This is an optimization exercise on Yosys and OpenROAD, whose aim is small area, a short achievable clock period and few clock cycles, not a production implementation.
In this exercise RTL edits were held to simulation tests only and were not proved equivalent to the original.

$ cat flow/run.sh
#!/bin/bash
# synth_recipe.tcl (not shown) runs the flow's synth.tcl, then flattens the netlist and writes it again
# the make line also repeats each setting of config.mk as NAME=value (left out here)
make -C /OpenROAD-flow-scripts/flow DESIGN_CONFIG=/design/flow/config.mk WORK_HOME=/design/flow/orfs CLKGATE_MAP_FILE= SYNTH_SCRIPT=/design/flow/synth_recipe.tcl finish
$ cat flow/config.mk
export PLATFORM = sky130hd
export DESIGN_NAME = qr_rs_encoder
export DESIGN_NICKNAME = qr_rs_encoder
export VERILOG_FILES = /design/flow/design.v
export SDC_FILE = /design/flow/constraint.sdc
export NUM_CORES = 4
export LEC_CHECK = 0
export CAP_MARGIN = 20
export CORE_MARGIN = 2
export CORE_UTILIZATION = 40
export PLACE_DENSITY = 0.6
export SLEW_MARGIN = 20
export SYNTH_MEMORY_MAX_BITS = 16384
$ cat flow/constraint.sdc
create_clock -name core_clock -period 6.5 [get_ports {clk}]
set_input_delay 1.3000 -clock core_clock [delete_from_list [all_inputs] [get_ports {clk}]]
set_output_delay 1.3000 -clock core_clock [all_outputs]
set_load 0.01 [all_outputs]
$ cat flow/design.v
module qr_rs_blocktable (
    input  wire [5:0] version,
    input  wire [1:0] ecl,
    output wire [3:0] ecode,
    output wire [6:0] n1,
    output wire [6:0] k1,
    output wire [6:0] nblk
);
  localparam [6399:0] TAB = 6400'hc283e8e223112c92f6384fb19c143e6e2b3106d42f5f853a98c543e563030fac6ae5b813d16c303e363130eeceae57847d15c043e162e30e2c32f5181bc94c2c3dfe2730d6c62f4d833c93c7641e62c30cec72e4b837993c163dce1d30c2c72e47847992c263db60a30b6c52e43847991c2e3d9e2a30aec12e3f837990c2e3d860f30a2c9af3b81798fc263d6e012e9acaad3981fa0ec163d5604308ec1ad3580fa8dc183d46082e8acb2d33823d0cc42412d9c2c8ac9ae2f62b90cc2c3d1e073076c42f2b42350cc3c41060b306ec32d2981ba8ac203cf60b3066c22f25813c89944351607305ec8ae2360b789c2640cd912c5e88aa23613a08b1e3cce0f305281a92160f588a1234cd112a5681ac1d60f887b0438ad912c4a84ab1b817c06b04389d812c42c52e17607586c063c848f2646c3ad15217106916309605303242a915016b8691630838b204242281380f9848182c84882832042513413584b0e385d04282a03241120ae04906305d842c2300b20ae12884b0c3c44862622822b0ac0a204908304384202201a40b80ba02a08383404241a01260920b082a08342b021c19821f08e0a702b083c24842611021b08c0a2028042c23021e12412b054076014082425023009812004e06801804341302220a80ac02605b81b02400c012c05009c022051015022409011a044090020049810000000000000000000000000;
  wire [24:0] w = TAB[{version, ecl} * 25 +: 25];
  assign ecode = w[24:21];
  assign n1    = w[20:14];
  assign k1    = w[13:7];
  assign nblk  = w[6:0];
endmodule
module qr_rs_genpoly (
    input  wire [12:0]  esel,      
    output wire [809:0] coef
);
  localparam [12959:0] TAB = 12960'h18c2bae87856d8d8078579bcd8036168c2d0f5d5d1ab62bbb0a18d43db015bb6bb43bb31a87b06c31aba1ebb5dabbb06c0ac6bb00050de61eaed74001e63001da1e6c3b457aecd801db5d0f0d76185b45770ad80f6c2d185005a18db01ae6eba1ebb575b19b000000000000030a35a1b1b61ae1ab62bb76d83b58cc6003b5e76815da2ed76aeec1b1aed707b0af3bb6146af3c2eba87b01abb75d760f5d98d9b003cf375d768aed176c2e6ed01e6c3b58c2baebb70ac679b6360edaed0f5cc6635d8561e0f66f37761add8000000000000000000000000001dad86c07abb76d80d73776bb001e776cd8af5d9bd76b8001e636175cedbb07b0af379e175d5d1ab1856ed76d0d8d9b635da861ed750e87b01aec06b9baed7400001ab603c35d80d400d8d8576baf3ae8adb02b1ad743d7600000000000000000000000000000000000000001e785d73ceed9b7987abad8d76b9dbaebb6b9b1aed86c0001ed750c3d5dbb50ebb68d83618c1e15b60016863001e635630aebac66c5a35d6876d0f5d5dd73635cf3d85d857aecd802edae630d46ad8a1bcc000000000000000000000000000000000000000000000000000002d1ae76d0d8d9ba1dd9b035a1eb98dae6350de74363616ec2ba1b1ad0f379b1b361ec2ec1b1761587856ed768783c006c5d8575d76d0db01e76d0dda2bbb6c1dbaecdb628600bb5a06a1e000000000000000000000000000000000000000000000000000000000000000000030b9bb4078016876bced0ed79da361856c6c28635ae8003ced15bb46b9b158783c00630aebaf3b43cde6f3000d6bac6d761761b079dd800edaeda287b0b40aeed5dae800000000000000000000000000000000000000000000000000000000000000000000000000000000002ed76003cc3d5d15d0d8d85635db0b68aeec056f379eb83c00b4319e6f3005a287b0b45a000001ab606a2bb43cf36c6a1b61e6f3ae8ade6d8d80adb0350000000000000000000000000000000000000000000000000000000000000000000000000000000000000000351a8035d85d85775c3576dd9e776a1b635d76c2ec1da1ecdd75db766c0ae861e0f6146b43ae8003d76c28d6bb43b450c3c1ecdbcd8d76c28d40000000000000000000000000000000000000000000000000000000000000000000000000000000000000000000000bb0035c35cd8aed19b1a8786bb0003cc6b9baebb75d43ae8aebbaed70af36f315e16ba35636bb5c006c5d856350f6c35cc6635d801ae0000000000000000000000000000000000000000000000000000000000000000000000000000000000000000000000000000050eecd8d75db0b85635daed9bae8aeec1e006c28785d76c30baed80ac56001ab62baf3b43cc575dd76c1e7761ae1686c6cd878000000000000000000000000000000000000000000000000000000000000000000000000000000000000000000000000000000000000000000576876815dd83d430f0783d5dbb07b602bd73198d5d633cdb0ed6c31800ed6c3b5b035d73cc01686361760d80000000000000000000000000000000000000000000000000000000000000000000000000000000000000000000000000000000000000000000000000000000000000001ada03d5dd857686d879d76d0d876b61b0001ab6360f3bb36360c6003630b43d757400000000000000000000000000000000000000000000000000000000000000000000000000000000000000000000000000000000000000000000000000000000000000000000000000000000000f3c2ebb5dae0066f3600d76c2d0d8aee6db14379b635dae;
  integer e;
  reg [809:0] c;
  always @(*) begin
    c = 810'd0;
    for (e = 0; e < 13; e = e + 1)
      if (esel[e]) c = c | TAB[e * 810 +: 810];
  end
  assign coef = c;
endmodule
module qr_rs_to_tower (input wire [7:0] s, output wire [7:0] t);
  assign t[0] = s[0] ^ s[2] ^ s[4] ^ s[6];
  assign t[1] = s[2] ^ s[3] ^ s[4] ^ s[7];
  assign t[2] = s[2] ^ s[4] ^ s[5];
  assign t[3] = s[3] ^ s[5] ^ s[6] ^ s[7];
  assign t[4] = s[4] ^ s[7];
  assign t[5] = s[2] ^ s[6];
  assign t[6] = s[1] ^ s[2] ^ s[3] ^ s[4] ^ s[6];
  assign t[7] = s[5];
endmodule
module qr_rs_from_tower (input wire [7:0] t, output wire [7:0] s);
  assign s[0] = t[0] ^ t[1] ^ t[3] ^ t[7];
  assign s[1] = t[1] ^ t[2] ^ t[4] ^ t[5] ^ t[6] ^ t[7];
  assign s[2] = t[1] ^ t[2] ^ t[3] ^ t[5];
  assign s[3] = t[2] ^ t[3] ^ t[4] ^ t[5];
  assign s[4] = t[1] ^ t[3] ^ t[5] ^ t[7];
  assign s[5] = t[7];
  assign s[6] = t[1] ^ t[2] ^ t[3];
  assign s[7] = t[1] ^ t[3] ^ t[4] ^ t[5] ^ t[7];
endmodule
module qr_rs_dyn (input wire [7:0] a, output wire [26:0] d);
  assign d[0] = a[7];
  assign d[1] = a[6];
  assign d[2] = a[6] ^ a[7];
  assign d[3] = a[5];
  assign d[4] = a[4];
  assign d[5] = a[4] ^ a[5];
  assign d[6] = a[5] ^ a[7];
  assign d[7] = a[4] ^ a[6];
  assign d[8] = a[4] ^ a[5] ^ a[6] ^ a[7];
  assign d[9] = a[3];
  assign d[10] = a[2];
  assign d[11] = a[2] ^ a[3];
  assign d[12] = a[1];
  assign d[13] = a[0];
  assign d[14] = a[0] ^ a[1];
  assign d[15] = a[1] ^ a[3];
  assign d[16] = a[0] ^ a[2];
  assign d[17] = a[0] ^ a[1] ^ a[2] ^ a[3];
  assign d[18] = a[3] ^ a[7];
  assign d[19] = a[2] ^ a[6];
  assign d[20] = a[2] ^ a[3] ^ a[6] ^ a[7];
  assign d[21] = a[1] ^ a[5];
  assign d[22] = a[0] ^ a[4];
  assign d[23] = a[0] ^ a[1] ^ a[4] ^ a[5];
  assign d[24] = a[1] ^ a[3] ^ a[5] ^ a[7];
  assign d[25] = a[0] ^ a[2] ^ a[4] ^ a[6];
  assign d[26] = a[0] ^ a[1] ^ a[2] ^ a[3] ^ a[4] ^ a[5] ^ a[6] ^ a[7];
endmodule
module qr_rs_tmul (input wire [26:0] d, input wire [26:0] s, output wire [7:0] p);
  wire [26:0] t = d & s;
  wire [17:0] c4;    
  genvar i;
  generate for (i = 0; i < 9; i = i + 1) begin : g4
    assign c4[2*i+1] = t[3*i+2] ^ t[3*i+1];
    assign c4[2*i]   = t[3*i+1] ^ t[3*i];
  end endgenerate
  wire [11:0] c16;   
  generate for (i = 0; i < 3; i = i + 1) begin : g16
    assign c16[4*i+3 -: 2] = c4[6*i+5 -: 2] ^ c4[6*i+3 -: 2];
    assign c16[4*i+1 -: 2] = c4[6*i+3 -: 2] ^ c4[6*i+1 -: 2];
  end endgenerate
  assign p[7:4] = c16[11:8] ^ c16[7:4];
  assign p[3:0] = c16[7:4] ^ c16[3:0];
endmodule
module qr_rs_encoder (
    input  wire       clk,
    input  wire       rst,           
    input  wire       start,
    input  wire [5:0] cfg_version,
    input  wire [1:0] cfg_ecl,
    output wire       idle,
    output reg        cfg_err,
    input  wire       in_valid,
    input  wire [7:0] in_data,
    output wire       in_ready,
    output reg        out_valid,
    output wire [7:0] out_data,
    output reg        out_last_blk,
    output reg        out_last,
    input  wire       out_ready
);
  localparam S_IDLE  = 2'd0;
  localparam S_SETUP = 2'd1;
  localparam S_RUN   = 2'd2;
  reg [1:0] state;
  reg [5:0] ver_q;
  reg [1:0] ecl_q;
  reg [12:0] esel_q;     
  reg [4:0] e_len;
  reg [6:0] k1m1;        
  reg [6:0] in_rem;      
  reg [6:0] sh_left;     
  reg [6:0] blk_left;    
  reg       blk_end_f;   
  reg       last_blk_f;  
  reg       in_done;     
  reg       ib_valid;
  reg [7:0] ib_data;
  reg       ib_last;     
  reg       ib_lastcmd;  
  reg [7:0] rem [0:29];
  reg [7:0] ob  [0:29];
  reg [4:0] ocnt;        
  reg       ob_lastcmd;
  wire [3:0]   t_ecode;
  wire [6:0]   t_n1, t_k1, t_nblk;
  wire [809:0] gcoef;
  qr_rs_blocktable u_table (
      .version(ver_q), .ecl(ecl_q),
      .ecode(t_ecode), .n1(t_n1), .k1(t_k1), .nblk(t_nblk)
  );
  qr_rs_genpoly u_genpoly (.esel(esel_q), .coef(gcoef));
  reg [4:0] t_e;
  always @(*) begin
    case (t_ecode)
      4'd0:    t_e = 5'd7;
      4'd1:    t_e = 5'd10;
      4'd2:    t_e = 5'd13;
      4'd3:    t_e = 5'd15;
      4'd4:    t_e = 5'd16;
      4'd5:    t_e = 5'd17;
      4'd6:    t_e = 5'd18;
      4'd7:    t_e = 5'd20;
      4'd8:    t_e = 5'd22;
      4'd9:    t_e = 5'd24;
      4'd10:   t_e = 5'd26;
      4'd11:   t_e = 5'd28;
      default: t_e = 5'd30;
    endcase
  end
  wire cfg_ok = (cfg_version >= 6'd1) && (cfg_version <= 6'd40);
  wire       in_blk_end = blk_end_f;
  wire       in_cmd_end = blk_end_f && last_blk_f;
  wire give     = out_valid && out_ready;
  wire out_done = give && out_last_blk;
  wire ob_free  = !out_valid || out_done;
  wire consume  = ib_valid && (!ib_last || ob_free);
  wire load     = consume && ib_last;
  wire consume0 = ib_valid && (!ib_last || !out_valid);
  assign in_ready = (state == S_RUN || state == S_SETUP) && !in_done && (!ib_valid || consume0);
  wire   take     = in_valid && in_ready;
  assign idle     = (state == S_IDLE);
  wire [7:0] in_t;
  qr_rs_to_tower   u_to   (.s(in_data), .t(in_t));
  qr_rs_from_tower u_from (.t(ob[0]), .s(out_data));
  wire [7:0]  fb = ib_data ^ rem[0];
  wire [26:0] fdyn;
  qr_rs_dyn u_dyn (.a(fb), .d(fdyn));
  wire [7:0] prod [0:29];
  genvar gj;
  generate for (gj = 0; gj < 30; gj = gj + 1) begin : g_mul
    qr_rs_tmul u_mul (.d(fdyn), .s(gcoef[27*gj +: 27]), .p(prod[gj]));
  end endgenerate
  integer j;
  reg [7:0] nrem [0:29];
  always @(*) begin
    for (j = 0; j < 29; j = j + 1)
      nrem[j] = rem[j+1] ^ prod[j];
    nrem[29] = prod[29];
  end
  always @(posedge clk) begin
    if (rst) begin
      state        <= S_IDLE;
      cfg_err      <= 1'b0;
      ib_valid     <= 1'b0;
      out_valid    <= 1'b0;
      out_last_blk <= 1'b0;
      out_last     <= 1'b0;
      in_done      <= 1'b0;
    end else begin
      case (state)
        S_IDLE: begin
          if (start) begin
            cfg_err <= !cfg_ok;
            if (cfg_ok) begin
              ver_q   <= cfg_version;
              ecl_q   <= cfg_ecl;
              in_done    <= 1'b0;
              blk_end_f  <= 1'b0;
              last_blk_f <= 1'b0;
              state   <= S_SETUP;
            end
          end
        end
        S_SETUP: begin
          esel_q  <= 13'd1 << t_ecode;
          e_len   <= t_e;
          k1m1       <= t_k1 - 7'd1;
          in_rem     <= take ? t_k1 - 7'd2 : t_k1 - 7'd1;
          sh_left    <= t_n1 - 7'd1;
          blk_left   <= t_nblk - 7'd1;
          last_blk_f <= (t_nblk == 7'd1);
          state   <= S_RUN;
        end
        default: begin
          if (out_done && out_last)
            state <= S_IDLE;
        end
      endcase
      if (take) begin
        ib_valid   <= 1'b1;
        ib_data    <= in_t;
        ib_last    <= in_blk_end;
        ib_lastcmd <= in_cmd_end;
        if (state == S_RUN) begin
          if (blk_end_f) begin
            in_rem     <= (sh_left != 7'd0) ? k1m1 : k1m1 + 7'd1;
            sh_left    <= (sh_left != 7'd0) ? sh_left - 7'd1 : 7'd0;
            blk_left   <= blk_left - 7'd1;
            blk_end_f  <= 1'b0;
            last_blk_f <= (blk_left == 7'd1);
          end else begin
            in_rem    <= in_rem - 7'd1;
            blk_end_f <= (in_rem == 7'd1);
          end
        end
        if (in_cmd_end)
          in_done <= 1'b1;
      end else if (consume) begin
        ib_valid <= 1'b0;
      end
      if (load) begin
        out_valid    <= 1'b1;
        out_last_blk <= 1'b0;
        out_last     <= 1'b0;
        ocnt         <= e_len - 5'd1;
        ob_lastcmd   <= ib_lastcmd;
      end else if (give) begin
        out_valid    <= !out_last_blk;
        out_last_blk <= (ocnt == 5'd1);
        out_last     <= (ocnt == 5'd1) && ob_lastcmd;
        ocnt         <= ocnt - 5'd1;
      end
    end
  end
  always @(posedge clk) begin
    for (j = 0; j < 30; j = j + 1) begin
      if (state == S_SETUP)
        rem[j] <= 8'd0;
      else if (consume)
        rem[j] <= ib_last ? 8'd0 : nrem[j];
      if (load)
        ob[j] <= nrem[j];
      else if (give)
        ob[j] <= (j < 29) ? ob[(j < 29) ? j + 1 : 0] : 8'd0;
    end
  end
endmodule
==> run summary <==
## cell families (layout without fill, tap and decap cells)
group,Yosys count,count (layout)
multiplexers,160,160
other,0,1
AO/OA/AOI/OAI,1359,1359
AND/OR/NAND/NOR,1527,1527
adder cells (fa/ha/maj),39,39
XOR/XNOR,1217,1217
flip-flops,560,560
buffers and inverters,506,421
## stage by stage
step	hold slack (ps)	util, %
2_1_floorplan	400	-
3_3_place_gp	404	42.9
3_5_place_dp	406	42.9
4_1_cts	421	44.8
5_1_grt	432	44.8
6_report	423	44.8
## per-layer routing
metal	track usage, %	vias up
li1	-	18600
met1	50.9	21400
met2	57.5	3241
met3	11.3	918
met4	24.8	14
met5	0.817	-
## worst max-delay path: cells and delay by family, from the launching register on
family,cells,cell delay [ps]
XOR/XNOR,6,2330
flip-flops,1,520
AO/OA/AOI/OAI,2,660
buffers and inverters,2,1030
## final timing paths
check / cells after the start / start / endpoint / slack [ps]
hold / removal: 0 / ib_lastcmd / ob_lastcmd / 420
hold reg to reg: 0 / ib_lastcmd / ob_lastcmd / 420
setup reg to reg: 10 / ib_data[6] / ob[2][7] / 1640
setup / recovery: 10 / ib_data[6] / ob[2][7] / 1640
## synth_stat cells (29+ instances only)
cell type / number
sky130_fd_sc_hd__o31ai_1: 37
sky130_fd_sc_hd__o21ai_0: 327
sky130_fd_sc_hd__mux2_2: 120
sky130_fd_sc_hd__clkbuf_1: 332
sky130_fd_sc_hd__nand2_1: 610
sky130_fd_sc_hd__nor3_1: 132
sky130_fd_sc_hd__buf_2: 53
sky130_fd_sc_hd__ha_1: 39
sky130_fd_sc_hd__o22ai_1: 56
sky130_fd_sc_hd__mux2i_1: 31
sky130_fd_sc_hd__buf_1: 65
sky130_fd_sc_hd__nand2b_1: 39
sky130_fd_sc_hd__dfxtp_1: 248
sky130_fd_sc_hd__edfxtp_1: 312
sky130_fd_sc_hd__nand3_1: 80
sky130_fd_sc_hd__xor2_1: 250
sky130_fd_sc_hd__xnor2_1: 919
sky130_fd_sc_hd__or2_2: 29
sky130_fd_sc_hd__and2_1: 30
sky130_fd_sc_hd__a22o_1: 114
sky130_fd_sc_hd__a21oi_1: 354
sky130_fd_sc_hd__inv_1: 50
sky130_fd_sc_hd__a31oi_1: 102
sky130_fd_sc_hd__a22oi_1: 90
sky130_fd_sc_hd__nor4_1: 32
sky130_fd_sc_hd__nor2_1: 429
## flip-flops by register name (all words and copies together) (netlist names), 6 cells and up
signal	cells
in_rem	7
ob	240
esel_q	13
ib_data	8
ver_q	6
blk_left	7
k1m1	7
sh_left	7
rem	240
## area by class of cell
type                       count  area (um2)  area share, %
clock inverter                38         438          0.869
timing repair buffer         252        2150           4.26
clock buffer                  78        1670           3.31
tap                         1500        1880           3.72
multi-input combinational   4302       29700           59.0
sequential                   560       14300           28.4
antenna                        1        2.50        0.00496
inverter                      53         199          0.395
==> qor.txt <==
OUTCOME
-----------------------------------------------------------------------------------------
Run status ................................................................. finished clean

TIMING
-----------------------------------------------------------------------------------------
Minimum clock period .......................................................      4860 ps
Final period util ..........................................................        74.7%
Measured slew at the worst slew-check pin ..................................      1300 ps
Pins over their slew limit .................................................            0
Post-route clock skew ......................................................      52.9 ps
Number of setup violations in the final report .............................            0
Maximum operating frequency ................................................    0.206 GHz
Setup repair after global routing missed its margin ........................           no
Setup total negative slack .................................................         0 ps
Relative slew margins ......................................................        12.7%
Final worst slack ..........................................................      1640 ps
Final-report hold violation count ..........................................            0

SETUP PATH
-----------------------------------------------------------------------------------------
Standard cell with the maximum stage delay on the critical path ............ sky130_fd_sc_hd__xnor2_1
Startpoint types ...........................................................     register
Critical path, cell by cell ................................................ xnor2_4 > buf_4 > xnor2_2 > xnor2_4 > buf_4 > xnor2_1 > o21ai_0 > xnor2_1 > xnor3_1 > o21ai_0
CP endpoint kind ...........................................................     register
Highest net fanout along the worst path ....................................           40
Endpoint required time on the critical path ................................      7000 ps
WP data arrival ............................................................      5360 ps
Type of the worst setup path ...............................................      reg2reg
Max incr delay on CP .......................................................       970 ps

SYNTH
-----------------------------------------------------------------------------------------
Adder-Cell Fraction of Synth Area ..........................................        1.07%
Complex-gate fraction of the synthesized area ..............................        19.1%
Cell type with the highest aggregate area in the netlist ................... sky130_fd_sc_hd__edfxtp_1
Fraction of the yosys area taken by sequential cells .......................        31.6%
Proportion of netlist area held by the largest area contributor ............        20.6%
Fraction of synthesized area in multiplexers ...............................        4.07%
Post-synth EDFFs ...........................................................          312
Simple-gate area share of the yosys netlist ................................        15.0%
Parity-gate share of the synthesized area counting xor and xnor cells ......        24.8%
Synth warnings .............................................................            8
Proportion of register bits with asynchronous set or reset after synthesis .           0%
Per-instance average area after synthesis ..................................     8.46 um2
Synthesized net count ......................................................         5428
Dominant combinational cell family by area after synthesis ................. XOR/XNOR gates
Post-synthesis sequential element count ....................................          560
Flip-flop cell with the highest count after synthesis ...................... sky130_fd_sc_hd__edfxtp_1
Largest cells by area after synthesis ...................................... sky130_fd_sc_hd__edfxtp_1 21%, sky130_fd_sc_hd__xnor2_1 18%, sky130_fd_sc_hd__dfxtp_1 11%, sky130_fd_sc_hd__nand2_1 5.0%, sky130_fd_sc_hd__xor2_1 4.8%
Post-Syn Instances .........................................................         5368
Unique masters post-synth ..................................................           88
Combined area of all synthesized cells .....................................   0.0454 mm2

DETAILED ROUTING
-----------------------------------------------------------------------------------------
Highest Signal Layer .......................................................         met5
Length of routed wiring on met1 ............................................      92.7 mm
Detailed-route wire length per cell ........................................      34.8 um
Total length of routed wires ...............................................       236 mm
Initial DRC count ..........................................................         6673
Total number of vias .......................................................        44200
Number of antenna-violating nets in the routed design ......................            0
Met3 routed wirelength .....................................................      27.2 mm
Drt first pass iters .......................................................            9
Post-DR vias/cell ..........................................................         6.51
Residual DRC ...............................................................            0
Met2 WL post-DR ............................................................      97.7 mm

CLOCKING
-----------------------------------------------------------------------------------------
Clock-pin slew on the worst setup and hold paths ...........................        60 ps
Number of buffers between clock root and the deepest sink ..................            3
Clock latency reported for the late side of the worst-skew pair ............       740 ps
Buffer count from post-CTS setup fixing ....................................            0
CTS tree ...................................................................          yes
Cells resized by post-CTS repair ...........................................            0
CTS Buf Count ..............................................................           61
Clock root buffer .......................................................... sky130_fd_sc_hd__clkbuf_16
Number of sinks handled by clock tree synthesis ............................          560
Max H-tree Level ...........................................................            2
Hold buffer count at cts ...................................................            0

MIN PATH
-----------------------------------------------------------------------------------------
Path category of the worst min-delay check .................................      reg2reg

FINAL LAYOUT
-----------------------------------------------------------------------------------------
Final std cell area, no fill ...............................................   0.0504 mm2
Leading cell type in the layout, fill and taps excluded .................... sky130_fd_sc_hd__xnor2_1
Most frequent cells in the layout .......................................... 905 x sky130_fd_sc_hd__xnor2_1, 608 x sky130_fd_sc_hd__nand2_1, 411 x sky130_fd_sc_hd__nor2_1
Relative area change from synthesis to final layout ........................        11.0%
Final non-filler cell total ................................................         6784
Number of inserted filler cells in the final layout ........................        11100
Post-layout nets ...........................................................         5290
Fraction of layout instances using a drive strength above 1 ................        11.2%

PLACED DESIGN
-----------------------------------------------------------------------------------------
Total placed cells including tap cells .....................................         6666
Routability congestion estimate ............................................         1.09
Post-placement cell area ...................................................   0.0483 mm2
Worst setup slack before clock tree synthesis ..............................      1720 ps
DP HPWL ....................................................................       163 mm
Input/output buffers .......................................................           34

GRT
-----------------------------------------------------------------------------------------
Number of global-route vias before repair ..................................        42300
Global-route wire length before repair .....................................       329 mm
GRT Util Overall ...........................................................        39.4%
Maximum number of pins on one net before global-route repair ...............          148
Total gr overflow ..........................................................            0
Number of antenna violations at the first check in global routing ..........           11

FLOORPLAN
-----------------------------------------------------------------------------------------
Initial core utilization ...................................................        40.4%
Placeable core area ........................................................    0.112 mm2
Die W ......................................................................       341 um
Total number of placement rows .............................................          123
Number of placed I/O pins ..................................................           35
DIE HEIGHT .................................................................       341 um
Die outline area ...........................................................    0.116 mm2

JOB
-----------------------------------------------------------------------------------------
Maximum Capacitance Violations .............................................            0

Testbench counts, summed over its fixed seeds: cycles 65,258.

## what the ideal ports hide
How much do the figures lean on ideal ports? The routed layout below was timed once more, with nothing changed but the port constraints.
Step 1 (the two cells are an assumption about what drives the block):
set clk [get_ports {clk}]
set_driving_cell -lib_cell sky130_fd_sc_hd__clkbuf_16 $clk
set_driving_cell -lib_cell sky130_fd_sc_hd__buf_2 [delete_from_list [all_inputs] $clk]
Step 2 moves the port delays by t, midway between the first and last clock arrival at a register: inputs arrive t later, outputs are due t later. That takes back most of the time a late clock gives input paths.
a / b / c = ideal / step 1 / step 2; a / b = the first two.
t, ns: 0.778
setup slack, ns: 1.643 / 1.643 / 1.643
pins driven straight from the clock port: 1
After both steps setup and hold are still met in this run. For this run, drivers alone change the setup slack by 0.000 ns; drivers and shift together by 0.000 ns.
